What follows belongs to an exercise in optimizing a design on an open flow for small area; a production flow would make more cautious choices.
Only simulation tests tie the RTL to the original design; equivalence was not proved.
No driver is modelled on the clock port, so clocking that relies on it looks cheaper here than on a real chip.
Power is estimated from default activity; no workload was simulated.

// urcontrol_engine
module urcontrol_engine (
    input  wire        clk,
    input  wire        rst,
    input  wire        tick,
    input  wire        cmd_valid,
    output wire        cmd_ready,
    input  wire [1:0]  cmd_op,
    input  wire [13:0] cmd_addr,
    input  wire [6:0]  cmd_channel,
    input  wire [31:0] cmd_value,
    input  wire [31:0] cmd_timeout,
    output wire        rsp_valid,
    input  wire        rsp_ready,
    output wire [1:0]  rsp_op,
    output wire [2:0]  rsp_status,
    output wire [31:0] rsp_value,
    output wire        rsp_found,
    output wire        rsp_confirmed,
    output wire        tx_valid,
    input  wire        tx_ready,
    output wire [7:0]  tx_data,
    output wire        tx_last,
    input  wire        rx_valid,
    input  wire [7:0]  rx_data,
    input  wire        rx_last,
    output wire        dec_valid,
    output wire [2:0]  dec_kind,
    output wire [6:0]  dec_channel,
    output wire [13:0] dec_param,
    output wire [31:0] dec_value,
    output wire        busy
);
Size: about 790 cells after synthesis, ~160 flip-flops, about 210 I/O pins.
Settings: LEC_CHECK=0, CAP_MARGIN=0, CORE_MARGIN=2, CORE_UTILIZATION=40, SLEW_MARGIN=0; clock period 10.0 ns.
standard.sh (not shown) runs the stock make flow with config.mk's settings and CLKGATE_MAP_FILE= SYNTH_SCRIPT=/design/flow/synth_recipe.tcl, a recipe that flattens the netlist after the stock synthesis.
==> flow/flow/run.sh <==
#!/bin/bash
# Standard ORFS layout (bash standard.sh) with three changes:
# - port buffers are buf_1 (one buffer on every input and output port);
# - CTS inserts no dummy loads and uses clkbuf_8 clock buffers;
# - after CTS, clock buffers that drive few flip-flops become clkbuf_4
#   (flow/post_cts.tcl).
export BUFFER_PORTS_ARGS="-buffer_cell sky130_fd_sc_hd__buf_1"
export CTS_ARGS="-sink_clustering_enable -repair_clock_nets -dont_use_dummy_load -buf_list {sky130_fd_sc_hd__clkbuf_8}"
export POST_CTS_TCL="$PWD/flow/post_cts.tcl"
bash standard.sh > standard_run.log 2>&1
==> flow/flow/post_cts.tcl <==
# Downsize lightly loaded leaf clock buffers (clkbuf_8 -> clkbuf_4).
set small [[ord::get_db] findMaster sky130_fd_sc_hd__clkbuf_4]
set n 0
foreach inst [[ord::get_db_block] getInsts] {
  if { [[$inst getMaster] getName] != "sky130_fd_sc_hd__clkbuf_8" } { continue }
  set onet [[$inst findITerm X] getNet]
  if { $onet == "NULL" } { continue }
  set sinks 0
  set leaf 1
  foreach it [$onet getITerms] {
    if { [$it isOutputSignal] } { continue }
    if { [[[$it getInst] getMaster] getName] == "sky130_fd_sc_hd__clkbuf_8" } { set leaf 0 }
    incr sinks
  }
  if { $leaf && $sinks <= 9 } {
    $inst swapMaster $small
    incr n
  }
}
puts "post_cts: downsized $n clock buffers"
estimate_parasitics -placement
==> next run, changes <==
==> flow/flow/run.sh (replaced) <==
#!/bin/bash
# Standard ORFS layout (bash standard.sh) with two changes:
# - port buffers are buf_1 (one buffer on every input and output port);
# - CTS inserts no dummy loads and uses clkbuf_8 clock buffers.
export BUFFER_PORTS_ARGS="-buffer_cell sky130_fd_sc_hd__buf_1"
export CTS_ARGS="-sink_clustering_enable -repair_clock_nets -dont_use_dummy_load -buf_list {sky130_fd_sc_hd__clkbuf_8} -sink_clustering_size 30"
bash standard.sh > standard_run.log 2>&1
CAP_MARGIN = 20   (was 0)
SLEW_MARGIN = 20   (was 0)
removed: flow/flow/post_cts.tcl
Result: Non-clock buffer count is unchanged. Core utilization climbs by 0.28 points. Wire length is about the same. Global-route usage barely changes. Setup slack stays flat. Cell area grows by about 0.6%.
==> next run, changes <==
==> flow/flow/run.sh (replaced) <==
#!/bin/bash
# Standard ORFS layout (bash standard.sh) with three changes:
# - port buffers are buf_1 (one buffer on every input and output port);
# - CTS inserts no dummy loads and uses clkbuf_8 clock buffers;
# - after CTS, clock buffers that drive few flip-flops become clkbuf_4
#   (flow/post_cts.tcl).
export BUFFER_PORTS_ARGS="-buffer_cell sky130_fd_sc_hd__buf_1"
export CTS_ARGS="-sink_clustering_enable -repair_clock_nets -dont_use_dummy_load -buf_list {sky130_fd_sc_hd__clkbuf_8}"
export POST_CTS_TCL="$PWD/flow/post_cts.tcl"
bash standard.sh > standard_run.log 2>&1
==> flow/flow/post_cts.tcl (new file) <==
# Downsize lightly loaded leaf clock buffers (clkbuf_8 -> clkbuf_4).
set small [[ord::get_db] findMaster sky130_fd_sc_hd__clkbuf_4]
set n 0
foreach inst [[ord::get_db_block] getInsts] {
  if { [[$inst getMaster] getName] != "sky130_fd_sc_hd__clkbuf_8" } { continue }
  set onet [[$inst findITerm X] getNet]
  if { $onet == "NULL" } { continue }
  set sinks 0
  set leaf 1
  foreach it [$onet getITerms] {
    if { [$it isOutputSignal] } { continue }
    if { [[[$it getInst] getMaster] getName] == "sky130_fd_sc_hd__clkbuf_8" } { set leaf 0 }
    incr sinks
  }
  if { $leaf && $sinks <= 9 } {
    $inst swapMaster $small
    incr n
  }
}
puts "post_cts: downsized $n clock buffers"
estimate_parasitics -placement
Effect: The changed run passed the timing, DRC and antenna checks. Cell count does not change. Final area shrinks by 0.56%. Power shrinks by 1.7%. Sequential share of layout area grows by 0.26 points. Die area stays the same. Maximum frequency shrinks by 1.2%. Combinational power hardly moves. Wire length barely changes. Worst hold slack improves by 0.0049 ns. Global-route usage stays flat.
==> next run, changes <==
==> flow/flow/run.sh (replaced) <==
#!/bin/bash
# Standard ORFS layout (bash standard.sh) with two changes:
# - port buffers are buf_1 (one buffer on every input and output port);
# - CTS inserts no dummy loads and uses clkbuf_8 clock buffers.
export BUFFER_PORTS_ARGS="-buffer_cell sky130_fd_sc_hd__buf_1"
export CTS_ARGS="-sink_clustering_enable -repair_clock_nets -dont_use_dummy_load -buf_list {sky130_fd_sc_hd__clkbuf_8} -sink_clustering_size 22"
bash standard.sh > standard_run.log 2>&1
CORE_UTILIZATION = 65   (was 40)
removed: flow/flow/post_cts.tcl
After rerunning: Clock skew came out higher by 0.017 ns; setup slack gets better by 0.19 ns; core utilization climbs by 29 points; total power came out higher by 2.1%; final area drops by 0.87%; register-to-register slack is better by 0.04 ns.

## afterwards: timing with drivers on the ports
The flow's constraints put no driver on any port. The routed layouts listed below were extracted and timed again, unchanged, in two steps. Step 1 sets driving cells, clkbuf_16 on the clock port and buf_2 on the other inputs (assumed; they add their load-dependent delay and slew). Step 2 moves the port delays by t, midway between the first and last clock arrival at a register: inputs arrive t later, outputs are due t later. That takes back most of the time a late clock gives input paths. a / b / c = ideal ports / drivers / drivers and shift; a / b = the first two.
run	t (ns)	setup WS [ns]	hold WS [ns]	worst data-port slew with drivers (ns)	cell pins on the clock port's net
the first run	0.472	4.731 / 4.743 / 4.282	0.525 / 0.525 / 0.525	0.07	1
the second run	0.481	4.733 / 4.692 / 4.289	0.520 / 0.520 / 0.520	0.07	1
the third run	0.470	4.670 / 4.692 / 4.222	0.525 / 0.525 / 0.525	0.08	1
the fourth run	0.490	4.863 / 4.847 / 4.384	0.538 / 0.538 / 0.538	0.06	1
After both steps setup and hold are still met in every run listed. For the fourth run, which loses most, drivers alone change the setup slack by -0.016 ns; drivers and shift together by -0.479 ns.
